Source: an optimization exercise on an open RTL-to-GDS flow (aim: small area, a short achievable clock period and few clock cycles per item). Production flows keep margins and buffers that such runs may drop.
No functional check of the RTL was part of this run.
Power and IR drop assume default switching activity.

==> flow/design.v <==
module ozec_calc (
    input             clk,
    input             rst_n,
    input             in_valid,
    output            in_ready,
    input      [31:0] cmd,
    input             subst,       
    input             nibmode,     
    input             bus_ready,   
    input      [15:0] d_word,      
    input      [7:0]  d_ofs,       
    input      [7:0]  d_rs,        
    input             d_valid,     
    output reg        done,
    output reg [3:0]  err,
    output reg        seq,
    output reg [31:0] res0,
    output reg [31:0] res1,
    output reg        wr_en,
    output reg [6:0]  wr_addr,
    output reg        wr_two,
    output reg [15:0] wr_data
);
    localparam [7:0] OP_RDREG   = 8'h01, OP_WRREG  = 8'h02, OP_CHIPID = 8'h03,
                     OP_REBOOT  = 8'h04, OP_RDWORD = 8'h10, OP_WRWORD = 8'h11,
                     OP_LOCK    = 8'h12, OP_RDIMG  = 8'h13, OP_REWRITE = 8'h14,
                     OP_LOADIMG = 8'h18, OP_SAVEIMG = 8'h19,
                     OP_CELLV   = 8'h20, OP_CURR   = 8'h21, OP_RSENSE = 8'h22,
                     OP_LIMIT   = 8'h23, OP_THRESH = 8'h24, OP_ADC2MV = 8'h25,
                     OP_V2ADC   = 8'h26, OP_SETRS  = 8'h27, OP_SETVL  = 8'h28,
                     OP_UNPACK  = 8'h30, OP_SEXT4  = 8'h31, OP_DECAUTH = 8'h38;
    localparam [1:0] SUB_NONE = 2'd0, SUB_LIVE = 2'd1, SUB_EITHER = 2'd2;
    localparam [3:0] K_DEF   = 4'd0,    
                     K_DEFX  = 4'd1,    
                     K_LIMIT = 4'd2,    
                     K_MV    = 4'd3,    
                     K_V2A   = 4'd4,    
                     K_SETRS = 4'd5,    
                     K_SETVL = 4'd6,    
                     K_SEQ   = 4'd7,    
                     K_E8    = 4'd8,    
                     K_E9    = 4'd9,    
                     K_E10   = 4'd10,   
                     K_E1    = 4'd11,   
                     K_E4    = 4'd12;   
    assign in_ready = 1'b1;
    localparam integer NS = 5;
    function integer B1;
        input integer k;
        begin
            case (k)
                0: B1 = 0;
                1: B1 = 6;
                2: B1 = 12;
                3: B1 = 18;
                4: B1 = 24;
                default: B1 = 28;
            endcase
        end
    endfunction
    function integer B2;
        input integer k;
        begin
            case (k)
                0: B2 = 0;
                1: B2 = 4;
                2: B2 = 10;
                3: B2 = 16;
                4: B2 = 22;
                default: B2 = 24;
            endcase
        end
    endfunction
    localparam integer SW = 1 + 4 + 8 + 8 + 28 + 1 + 8 + 24 + 1;
    reg        i_v;
    reg [31:0] i_cmd;
    reg        i_subst, i_nib, i_bus, i_dval;
    reg [15:0] i_word;
    reg [7:0]  i_ofs, i_rs;
    always @(posedge clk) begin
        i_v     <= rst_n & in_valid;
        i_cmd   <= cmd;
        i_subst <= subst;
        i_nib   <= nibmode;
        i_bus   <= bus_ready;
        i_dval  <= d_valid;
        i_word  <= d_word;
        i_ofs   <= d_ofs;
        i_rs    <= d_rs;
    end
    wire [7:0]  op    = i_cmd[31:24];
    wire [7:0]  f_hi  = i_cmd[23:16];
    wire [3:0]  f_lsb = i_cmd[15:12];
    wire [3:0]  f_wm1 = i_cmd[11:8];
    wire        f_sgn = i_cmd[7];
    wire [23:0] imm24 = i_cmd[23:0];
    wire [19:0] v_val = i_cmd[19:0];
    reg        legal;
    reg [1:0]  subcls;
    always @(*) begin
        legal  = 1'b0;
        subcls = SUB_NONE;
        case (op)
            OP_RDREG:   begin legal = (i_cmd[15:0] == 16'd0); subcls = SUB_LIVE;   end
            OP_WRREG:   begin legal = (i_cmd[7:0]  == 8'd0);  subcls = SUB_LIVE;   end
            OP_CHIPID:  begin legal = (i_cmd[23:0] == 24'd0); subcls = SUB_LIVE;   end
            OP_REBOOT:  begin legal = (i_cmd[23:0] == 24'd0); subcls = SUB_LIVE;   end
            OP_RDWORD:  begin legal = (i_cmd[15:0] == 16'd0); subcls = SUB_EITHER; end
            OP_WRWORD:  begin legal = 1'b1;                   subcls = SUB_LIVE;   end
            OP_LOCK:    begin legal = (i_cmd[23:0] == 24'd0); subcls = SUB_LIVE;   end
            OP_RDIMG:   begin legal = (i_cmd[23:0] == 24'd0); subcls = SUB_EITHER; end
            OP_REWRITE: begin legal = (i_cmd[23:0] == 24'd0); subcls = SUB_LIVE;   end
            OP_LOADIMG: begin legal = (i_cmd[23:0] == 24'd0); subcls = SUB_NONE;   end
            OP_SAVEIMG: begin legal = (i_cmd[23:0] == 24'd0); subcls = SUB_NONE;   end
            OP_CELLV:   begin legal = (i_cmd[15:0] == 16'd0); subcls = SUB_LIVE;   end
            OP_CURR:    begin legal = (i_cmd[23:0] == 24'd0); subcls = SUB_LIVE;   end
            OP_RSENSE:  begin legal = (i_cmd[23:0] == 24'd0); subcls = SUB_EITHER; end
            OP_LIMIT:   begin legal = (i_cmd[7:0]  == 8'd0);  subcls = SUB_EITHER; end
            OP_THRESH:  begin legal = (i_cmd[15:0] == 16'd0); subcls = SUB_EITHER; end
            OP_ADC2MV:  begin legal = (i_cmd[23:13] == 11'd0); subcls = SUB_NONE;  end
            OP_V2ADC:   begin legal = 1'b1;                   subcls = SUB_NONE;   end
            OP_SETRS:   begin legal = (i_cmd[23:16] == 8'd0); subcls = SUB_NONE;   end
            OP_SETVL:   begin legal = (i_cmd[21:20] == 2'd0); subcls = SUB_NONE;   end
            OP_UNPACK:  begin legal = (i_cmd[6:0]  == 7'd0);  subcls = SUB_EITHER; end
            OP_SEXT4:   begin legal = (i_cmd[23:8] == 16'd0); subcls = SUB_NONE;   end
            OP_DECAUTH: begin legal = (i_cmd[23:8] == 16'd0); subcls = SUB_NONE;   end
            default:    begin legal = 1'b0;                   subcls = SUB_NONE;   end
        endcase
    end
    wire eaddr_ok = (f_hi[0] == 1'b0) && (f_hi <= 8'd126);
    wire field_ok = ({1'b0, f_lsb} + {1'b0, f_wm1}) <= 5'd15;
    reg domain_ok;
    always @(*) begin
        case (op)
            OP_RDWORD, OP_WRWORD: domain_ok = eaddr_ok;
            OP_UNPACK:            domain_ok = eaddr_ok && field_ok;
            OP_CELLV:             domain_ok = (f_hi <= 8'd12);
            OP_LIMIT:             domain_ok = (f_hi <= 8'd1) && (f_wm1 <= 4'd7) && field_ok;
            OP_THRESH:            domain_ok = (f_hi <= 8'd3);
            OP_V2ADC:             domain_ok = (imm24 < 24'd999424);
            OP_SETRS:             domain_ok = (imm24[15:0] >= 16'd1) && (imm24[15:0] <= 16'd255);
            OP_SETVL:             domain_ok = (v_val < 20'd999424);
            default:              domain_ok = 1'b1;
        endcase
    end
    function signed [4:0] nib;
        input [7:0] b;
        input       mode;
        begin
            if (mode && b[7] && (b[3:0] != 4'd0))
                nib = $signed({b[7], b[7:4]}) + 5'sd1;    
            else
                nib = $signed({b[7], b[7:4]});            
        end
    endfunction
    wire [7:0] rs_eff = (i_rs == 8'd0) ? 8'd25 : i_rs;
    wire        cu_neg = i_word[15];
    wire [15:0] cu_mag = cu_neg ? (16'd0 - i_word) : i_word;
    wire [18:0] cu_x7  = ({3'd0, cu_mag} << 3) - {3'd0, cu_mag};
    wire [27:0] cu_num = ({9'd0, cu_x7} << 10) + ({9'd0, cu_x7} << 6)
                       + ({9'd0, cu_x7} << 1);
    wire [15:0] lim_shift = i_word >> f_lsb;
    wire [7:0]  lim_mask  = 8'hFF >> (3'd7 - f_wm1[2:0]);
    wire [7:0]  lim_v     = lim_shift[7:0] & lim_mask;
    wire signed [4:0] lim_o = nib(i_ofs, i_nib);
    wire [9:0]  lim_m0    = {2'b00, lim_v}    + {{5{lim_o[4]}}, lim_o};
    wire [9:0]  lim_m1    = {2'b00, lim_mask} + {{5{lim_o[4]}}, lim_o};
    wire        l0_neg    = lim_m0[9];
    wire        l1_neg    = lim_m1[9];
    wire [8:0]  l0_mag    = l0_neg ? (9'd0 - lim_m0[8:0]) : lim_m0[8:0];
    wire [8:0]  l1_mag    = l1_neg ? (9'd0 - lim_m1[8:0]) : lim_m1[8:0];
    function [19:0] x3125;
        input [8:0] m;
        reg [10:0] m3;
        reg [11:0] m5;
        reg [14:0] m53;
        begin
            m3    = {1'b0, m, 1'b0} + {2'b0, m};
            m5    = {1'b0, m, 2'b0} + {3'b0, m};
            m53   = {m3, 4'b0} + {3'b0, m5};
            x3125 = {m3[9:0], 10'b0} + {5'b0, m53};
        end
    endfunction
    wire [23:0] l0_num = {x3125(l0_mag), 4'b0};
    wire [23:0] l1_num = {x3125(l1_mag), 4'b0};
    wire [15:0] unp_shift = i_word >> f_lsb;
    wire [15:0] unp_mask  = 16'hFFFF >> (4'd15 - f_wm1);
    wire [15:0] unp_field = unp_shift & unp_mask;
    wire        unp_neg   = f_sgn && unp_field[f_wm1];
    wire [27:0] unp_res   = unp_neg ? ({12'hFFF, ~unp_mask} | {12'd0, unp_field})
                                    : {12'd0, unp_field};
    wire signed [4:0] sx_nib = nib(imm24[7:0], i_nib);
    wire [1:0] auth_class = imm24[6] ? 2'd1 : (imm24[5] ? 2'd3 : 2'd2);
    reg [3:0]  k0;
    reg [7:0]  t0;
    reg [27:0] n1;
    reg        s1;
    reg [23:0] n2;
    reg        s2;
    always @(*) begin
        k0 = K_DEF;
        t0 = 8'd1;
        n1 = 28'd0;
        s1 = 1'b0;
        n2 = 24'd0;
        s2 = 1'b0;
        if (!legal)
            k0 = K_E10;
        else if (!domain_ok)
            k0 = K_E9;
        else if (subcls == SUB_LIVE && i_subst)
            k0 = K_E8;
        else if ((subcls == SUB_LIVE || (subcls == SUB_EITHER && !i_subst)) && !i_bus)
            k0 = K_E1;
        else begin
            case (op)
                OP_CELLV, OP_THRESH: begin
                    k0 = K_MV;
                    n1 = {15'd0, i_word[15:3]};
                    n2 = {11'd0, i_word[15:3]};
                end
                OP_ADC2MV: begin
                    k0 = K_MV;
                    n1 = {15'd0, imm24[12:0]};
                    n2 = {11'd0, imm24[12:0]};
                end
                OP_CURR: begin
                    t0 = rs_eff;
                    n1 = cu_num;
                    s1 = cu_neg;
                    n2 = {8'd0, cu_mag};
                    s2 = cu_neg;
                end
                OP_RSENSE: begin
                    n1 = {20'd0, rs_eff};
                    n2 = {16'd0, i_rs};
                end
                OP_LIMIT: begin
                    k0 = K_LIMIT;
                    t0 = rs_eff;
                    n1 = {4'd0, l0_num};
                    s1 = l0_neg;
                    n2 = l1_num;
                    s2 = l1_neg;
                end
                OP_V2ADC: begin
                    k0 = K_V2A;
                    t0 = 8'd122;
                    n1 = {8'd0, v_val};
                end
                OP_SETRS: begin
                    k0 = K_SETRS;
                    n1 = {12'd0, imm24[15:0]};
                end
                OP_SETVL: begin
                    if (!i_dval)
                        k0 = K_E4;
                    else begin
                        k0 = K_SETVL;
                        t0 = 8'd122;
                        n1 = {8'd0, v_val};
                        n2 = {19'd0, i_cmd[23:22], i_word[2:0]};
                    end
                end
                OP_UNPACK: begin
                    k0 = K_DEFX;
                    n1 = unp_res;
                    n2 = {8'd0, i_word};
                end
                OP_SEXT4: begin
                    k0 = K_DEFX;
                    n1 = {{23{sx_nib[4]}}, sx_nib};
                    n2 = {16'd0, imm24[7:0]};
                end
                OP_DECAUTH: begin
                    n1 = {20'd0, imm24[7:0] & 8'hEF};
                    n2 = {22'd0, auth_class};
                end
                default: k0 = K_SEQ;
            endcase
        end
    end
    wire [SW-1:0] st0 = {i_v, k0, t0, 8'd0, n1, s1, 8'd0, n2, s2};
    wire [SW*(NS+1)-1:0] st_in;     
    wire [SW*NS-1:0]     st_out;    
    assign st_in[0 +: SW] = st0;
    function [8:0] drow;
        input [8:0] x;
        input [7:0] t;
        input integer i;
        reg [8:0] b;
        reg [7:0] d, rn;
        reg       q;
        integer   j;
        begin
            b[0] = 1'b0;
            for (j = 0; j < 8; j = j + 1) begin
                d[j]     = x[j] ^ t[j] ^ b[j];
                b[j + 1] = (~x[j] & t[j]) | (~(x[j] ^ t[j]) & b[j]);
            end
            q  = x[8] | ~b[8];
            rn = q ? d : x[7:0];
            if (i < 7) rn = rn & ((8'd1 << (i + 1)) - 8'd1);
            drow = {q, rn};
        end
    endfunction
    genvar g;
    generate
        for (g = 0; g < NS; g = g + 1) begin : stage
            wire [SW-1:0] si = st_in[g*SW +: SW];
            reg  [SW-1:0] so;
            always @(*) begin : rows
                reg        v;
                reg [3:0]  k;
                reg [7:0]  t, t2;
                reg [7:0]  r1, r2;
                reg [27:0] q1;
                reg [23:0] q2;
                reg        sg1, sg2;
                reg        q;
                reg [7:0]  rn;
                integer    i;
                {v, k, t, r1, q1, sg1, r2, q2, sg2} = si;
                t2 = (k == K_LIMIT) ? t : 8'd1;
                for (i = B1(g); i < B1(g + 1); i = i + 1) begin
                    {q, rn} = drow({r1, q1[27]}, t, i);
                    r1 = rn;
                    q1 = {q1[26:0], q};
                end
                for (i = B2(g); i < B2(g + 1); i = i + 1) begin
                    {q, rn} = drow({r2, q2[23]}, t2, i);
                    r2 = rn;
                    q2 = {q2[22:0], q};
                end
                so = {v, k, t, r1, q1, sg1, r2, q2, sg2};
            end
            assign st_out[g*SW +: SW] = so;
            if (g < NS - 1) begin : rank
                reg [SW-1:0] r;
                always @(posedge clk) begin
                    r[SW-2:0]  <= so[SW-2:0];
                    r[SW-1]    <= rst_n & so[SW-1];
                end
                assign st_in[(g+1)*SW +: SW] = r;
            end
        end
    endgenerate
    wire [SW-1:0] sf = st_out[(NS-1)*SW +: SW];
    wire        f_v;
    wire [3:0]  f_k;
    wire [7:0]  f_t, f_r1, f_r2;
    wire [27:0] f_q1;
    wire [23:0] f_q2;
    wire        f_s1, f_s2;
    assign {f_v, f_k, f_t, f_r1, f_q1, f_s1, f_r2, f_q2, f_s2} = sf;
    wire [31:0] q1e = {{4{(f_k == K_DEFX) & f_q1[27]}}, f_q1};
    wire [31:0] r0d = f_s1 ? (32'd0 - q1e) : q1e;
    wire [31:0] q2e = {8'd0, f_q2};
    wire [31:0] r1d = f_s2 ? (32'd0 - q2e) : q2e;
    wire [19:0] mv  = f_q1[12:0] * 8'd122;
    reg [3:0]  n_err;
    always @(*) begin
        case (f_k)
            K_E8:    n_err = 4'd8;
            K_E9:    n_err = 4'd9;
            K_E10:   n_err = 4'd10;
            K_E1:    n_err = 4'd1;
            K_E4:    n_err = 4'd4;
            default: n_err = 4'd0;
        endcase
    end
    always @(posedge clk) begin
        done    <= rst_n & f_v;
        err     <= n_err;
        seq     <= (f_k == K_SEQ);
        res0    <= (f_k == K_MV) ? {12'd0, mv} : r0d;
        res1    <= (f_k == K_V2A) ? {12'd0, mv} : (f_k == K_SETVL) ? 32'd0 : r1d;
        wr_en   <= (f_k == K_SETRS) || (f_k == K_SETVL);
        wr_two  <= (f_k == K_SETVL);
        wr_addr <= (f_k == K_SETVL) ? (7'h4A + {4'd0, f_q2[4:3], 1'b0}) : 7'h34;
        wr_data <= (f_k == K_SETVL) ? {f_q1[12:5], f_q1[4:0], f_q2[2:0]}
                                    : {8'd0, f_q1[7:0]};
    end
endmodule
==> flow/run.sh <==
#!/bin/bash
# synth_recipe.tcl (not shown) runs the flow's synth.tcl, then flattens the netlist and writes it again
# the make line also repeats each setting of config.mk as NAME=value (left out here)
make -C /OpenROAD-flow-scripts/flow DESIGN_CONFIG=/design/flow/config.mk WORK_HOME=/design/flow/orfs CLKGATE_MAP_FILE= SYNTH_SCRIPT=/design/flow/synth_recipe.tcl finish
==> flow/config.mk <==
export PLATFORM = sky130hd
export DESIGN_NAME = ozec_calc
export DESIGN_NICKNAME = ozec_calc
export VERILOG_FILES = /design/flow/design.v
export SDC_FILE = /design/flow/constraint.sdc
export NUM_CORES = 4
export LEC_CHECK = 0
export CAP_MARGIN = 20
export CORE_MARGIN = 2
export CORE_UTILIZATION = 40
export SLEW_MARGIN = 20
==> flow/constraint.sdc <==
create_clock -name core_clock -period 115.0 [get_ports {clk}]
set_input_delay 23.0000 -clock core_clock [delete_from_list [all_inputs] [get_ports {clk}]]
set_output_delay 23.0000 -clock core_clock [all_outputs]
set_load 0.01 [all_outputs]
==> impl_table.tex <==
\begin{tabular}{lr}
\hline
Metric & Value \\
\hline
\multicolumn{2}{l}{\textbf{Timing}} \\
\quad Headroom to the max-slew limit & 15.1\% \\
\quad Share of the clock period used by the worst path & 21.5\% \\
\quad Final Slew Violations & 0 \\
\quad Clk\_skew & 0.0628 ns \\
\quad Final setup violation count & 0 \\
\quad RSZ-0062 raised after global routing & no \\
\quad F\_max & 0.0405 GHz \\
\quad Pin slew with the least headroom to its limit & 1.27 ns \\
\quad Setup TNS & 0 ns \\
\quad Shortest clock period the worst path allows after layout & 24.69 ns \\
\quad Total count of hold-check failures in the final report & 0 \\
\multicolumn{2}{l}{\textbf{Logic synthesis}} \\
\quad Most frequent cells after synthesis & dfxtp\_1, inv\_1, fa\_1 \\
\quad Count of yosys warnings during synthesis & 1 \\
\quad Post-synthesis cell type count & 110 \\
\quad Gate Count Post-Synth & 3499 \\
\quad Dominant synthesized flop cell & dfxtp\_1 \\
\quad Yosys reg bits & 480 \\
\quad Share of synthesized registers carrying an async set or reset & 0\% \\
\quad Summed instance area of the synthesized netlist & 35000 sq um \\
\quad Synth Area per Inst & 10.0 sq um \\
\quad Share of the synthesized area in the top cell type & 27.5\% \\
\quad Sequential-to-total area share from yosys stat & 27.5\% \\
\quad Most frequent cell after synthesis & dfxtp\_1 \\
\quad Largest cells by area after synthesis & dfxtp\_1, fa\_1, ha\_1 \\
\quad Library cell occupying the most area in the post-synthesis netlist & dfxtp\_1 \\
\quad Number of synthesized flops with an enable pin & 0 \\
\quad Net count after synthesis & 4166 \\
\multicolumn{2}{l}{\textbf{Setup path}} \\
\quad Endpoint kind of the worst setup timing path & output port \\
\quad Critical path required time & 92.00 ns \\
\quad Worst reg-to-reg path cell count & 61 \\
\quad CP startpoint & res1[24] \\
\quad Count of buffer and inverter cells on the critical path & 1 \\
\quad Worst reg2reg startpoint & stage[1].rank.r[78] \\
\quad Type of element launching the critical path & flop \\
\quad Max stage delay cell, worst path & clkdlybuf4s50\_1 \\
\quad Crit path to & res1[24] \\
\quad Arrival time worst endpoint & 1.69 ns \\
\quad Critical R2R Capture & stage[2].rank.r[28] \\
\quad Largest stage delay on the critical path & 0.58 ns \\
\quad Worst path depth & 1 \\
\quad Largest fanout of any net on the critical path & 8 \\
\quad Critical path's top delay family & buffers and inverters \\
\quad Worst-case register-to-register setup slack & 93.72 ns \\
\quad CP Class & flop to output port \\
\quad Cell breakdown of the critical path & clkdlybuf4s50\_1 \\
\multicolumn{2}{l}{\textbf{CTS}} \\
\quad Num CTS Buffers & 54 \\
\quad Buffer levels on the longest clock path & 3 \\
\quad H-Tree Level Count & 2 \\
\quad CTS sink count & 480 \\
\quad Clock network latency to the later pin of the worst-skew pair & 0.66 ns \\
\quad Cts hold-fix bufs & 0 \\
\quad Resized cells post-CTS & 0 \\
\quad Cell at the root of the clock tree & clkbuf\_16 \\
\quad Total setup buffers inserted after CTS & 0 \\
\quad Reg clk slew, reported paths & 0.06 ns \\
\quad Clock tree from TritonCTS & built \\
\multicolumn{2}{l}{\textbf{Routing}} \\
\quad Number of design rule violations left after detail routing & 0 \\
\quad Pre-Repair DR Iteration Count & 8 \\
\quad Residual antenna-violating net count after detailed routing & 0 \\
\quad Iter 0 DRT Violations & 1952 \\
\quad Via-to-Cell Ratio & 5.31 \\
\quad Via count of the routed design & 25649 \\
\quad Aggregate routed wire length & 91.6 mm \\
\quad Routed wire per std cell & 19.0 um \\
\multicolumn{2}{l}{\textbf{Global route}} \\
\quad Global-route wire length before repair & 146 mm \\
\quad Vias in the first global route & 25584 \\
\quad Met3 demand-to-capacity share in global routing & 2.65\% \\
\quad GR Layer Usage met1 & 27.1\% \\
\quad Layer with the highest usage after global routing & met2 \\
\quad Number of antenna violations at the first check in global routing & 7 \\
\quad Overall overflow remaining after global route & 0 \\
\quad Tot GR Track Use & 20.6\% \\
\quad GR Layer Usage met2 & 34.7\% \\
\quad Maximum number of pins on one net before global-route repair & 31 \\
\multicolumn{2}{l}{\textbf{Power and ir drop}} \\
\quad Share of total power consumed by net switching & 41.5\% \\
\quad Relative contribution of sequential cells to total power & 22.5\% \\
\quad Final total power & 0.804 mW \\
\quad Proportion of power drawn by combinational gates & 56.3\% \\
\quad Net Sw Power & 0.333 mW \\
\quad Leakage power summed over all cells & 16.3 nW \\
\quad Largest vdd supply drop & 0.0198 mV \\
\quad Power per cell area & 20.3 nW/um\^{}2 \\
\quad Internal Dissipation & 0.470 mW \\
\quad Clock network fraction of total power & 21.2\% \\
\multicolumn{2}{l}{\textbf{Die}} \\
\quad Ports & 167 \\
\quad Initial core utilization & 40.3\% \\
\quad Die outline area & 89800 sq um \\
\quad Width of the die & 300 um \\
\quad Height of the chip & 300 um \\
\quad Core ar. & 86800 sq um \\
\quad Row Count & 108 \\
\multicolumn{2}{l}{\textbf{Hold path}} \\
\quad Hold WC Path Type & flop to flop \\
\quad Start point of the worst min-delay path & stage[1].rank.r[54] \\
\multicolumn{2}{l}{\textbf{Place}} \\
\quad IO Port Bufs & 164 \\
\quad Number of instances in the placed design & 4737 \\
\quad Instance area at placement & 37800 sq um \\
\quad Final RePlAce weighted congestion & 0.959 \\
\quad HPWL after detailed placement & 73.9 mm \\
\multicolumn{2}{l}{\textbf{Finish}} \\
\quad Post-route cell area & 39600 sq um \\
\quad Layout cells sized above 1 & 9.84\% \\
\quad Number of filler instances in the final layout & 8305 \\
\quad Layout area overhead & 13.2\% \\
\quad Number of nets in the final layout & 4305 \\
\quad Non-filler instance count after layout & 4833 \\
\quad Antenna fix cells & 0 \\
\multicolumn{2}{l}{\textbf{Outcome}} \\
\quad Outcome & no timing/DRC/antenna violations \\
\multicolumn{2}{l}{\textbf{Job}} \\
\quad Count of maximum capacitance violations & 0 \\
\hline
\end{tabular}
==> state kept, by name, indices dropped and copies added, names as in the netlist <==
| name | count |
|---|---|
| done | 1 |
| err | 4 |
| i_bus | 1 |
| i_cmd | 32 |
| i_dval | 1 |
| i_nib | 1 |
| i_ofs | 8 |
| i_rs | 8 |
| i_subst | 1 |
| i_v | 1 |
| i_word | 16 |
| res0 | 30 |
| res1 | 25 |
| seq | 1 |
| stage.rank.r | 326 |
| wr_addr | 6 |
| wr_data | 16 |
| wr_en | 1 |
| wr_two | 1 |
==> final cells by class <==
type	count	area (sq um)	area share [%]
inverter	369	1390	3.50
clock inverter	27	297	0.749
timing repair buffer	195	1870	4.73
sequential	480	9610	24.3
multi-input combinational	2538	23500	59.4
tap	1155	1450	3.65
clock buffer	69	1480	3.73
==> stage by stage <==
step	util (%)	setup WS, ns	hold WS [ns]
after floorplan	-	91.38	0.310
after global placement	43.6	91.03	0.310
after detailed placement	43.6	90.99	0.312
after CTS	45.6	90.24	0.275
after global routing	45.6	90.20	0.282
final	45.6	90.31	0.281
==> power groups by stage <==
stage	clock [mW]	sequential (mW)	combinational [mW]
4_1_cts	0.177	0.181	0.453
2_1_floorplan	0	0.182	0.358
5_1_grt	0.183	0.182	0.513
3_5_place_dp	0	0.185	0.447
3_3_place_gp	0	0.185	0.445
6_report	0.170	0.181	0.452
==> per-layer routing <==
layer / wire length, um / share of wire, % / vias to the layer above
li1: - / - / 12283
met1: 40000 / 44 / 12447
met2: 43500 / 47 / 728
met3: 4860 / 5.3 / 185
met4: 3290 / 3.6 / 6
met5: 45 / 0.049 / -
==> kinds of logic (layout without fill, tap and decap cells) <==
family / Yosys count / count (layout) / share of synthesized area, %
AND/OR/NAND/NOR: 800 / 800 / 11.2
AO/OA/AOI/OAI: 658 / 658 / 12.6
adder cells (fa/ha/maj): 597 / 597 / 29.0
buffers and inverters: 481 / 660 / 5.39
flip-flops: 480 / 480 / 27.5
multiplexers: 298 / 298 / 9.50
XOR/XNOR: 183 / 183 / 4.77
other: 2 / 2 / 0.0215
==> cells in the final DEF, fill, tap and decap left out, types with 151 or more instances in the layout <==
cell	count
dfxtp_1	480
inv_1	365
fa_1	355
nand2_1	253
ha_1	241
nor2_1	208
a21oi_1	167
clkdlybuf4s50_1	164
o21ai_0	152
mux2_2	151
==> how the worst min path moves through the flow <==
stage | endpoint | slack [ns] | cells after the start
6_report | stage[2].rank.r[60] | 0.28 | 0
5_1_grt | stage[2].rank.r[60] | 0.28 | 0
4_1_cts | stage[2].rank.r[60] | 0.27 | 0
3_5_place_dp | stage[2].rank.r[41] | 0.31 | 0
3_3_place_gp | stage[3].rank.r[14] | 0.31 | 0
2_1_floorplan | stage[1].rank.r[0] | 0.31 | 0

afterwards: timing with drivers on the ports:
In the flow no input, the clock included, has a driving cell. The finished layout below was timed again as built, in two steps. Step 1 (the two cells are an assumption about what drives the block):
set clk [get_ports {clk}]
set_driving_cell -lib_cell sky130_fd_sc_hd__clkbuf_16 $clk
set_driving_cell -lib_cell sky130_fd_sc_hd__buf_2 [delete_from_list [all_inputs] $clk]
Step 2 moves the port delays by t, midway between the first and last clock arrival at a register: inputs arrive t later, outputs are due t later. That takes back most of the time a late clock gives input paths. a / b / c = ideal / step 1 / step 2; a / b = the first two.
t (ns): 0.701
slack for setup (ns): 90.314 / 90.249 / 90.949
slew at the worst register clock pin (ns): 0.07 / 0.07
After both steps this run still meets setup and hold. The setup slack of this run moves by -0.065 ns with the drivers and by +0.635 ns with both steps.
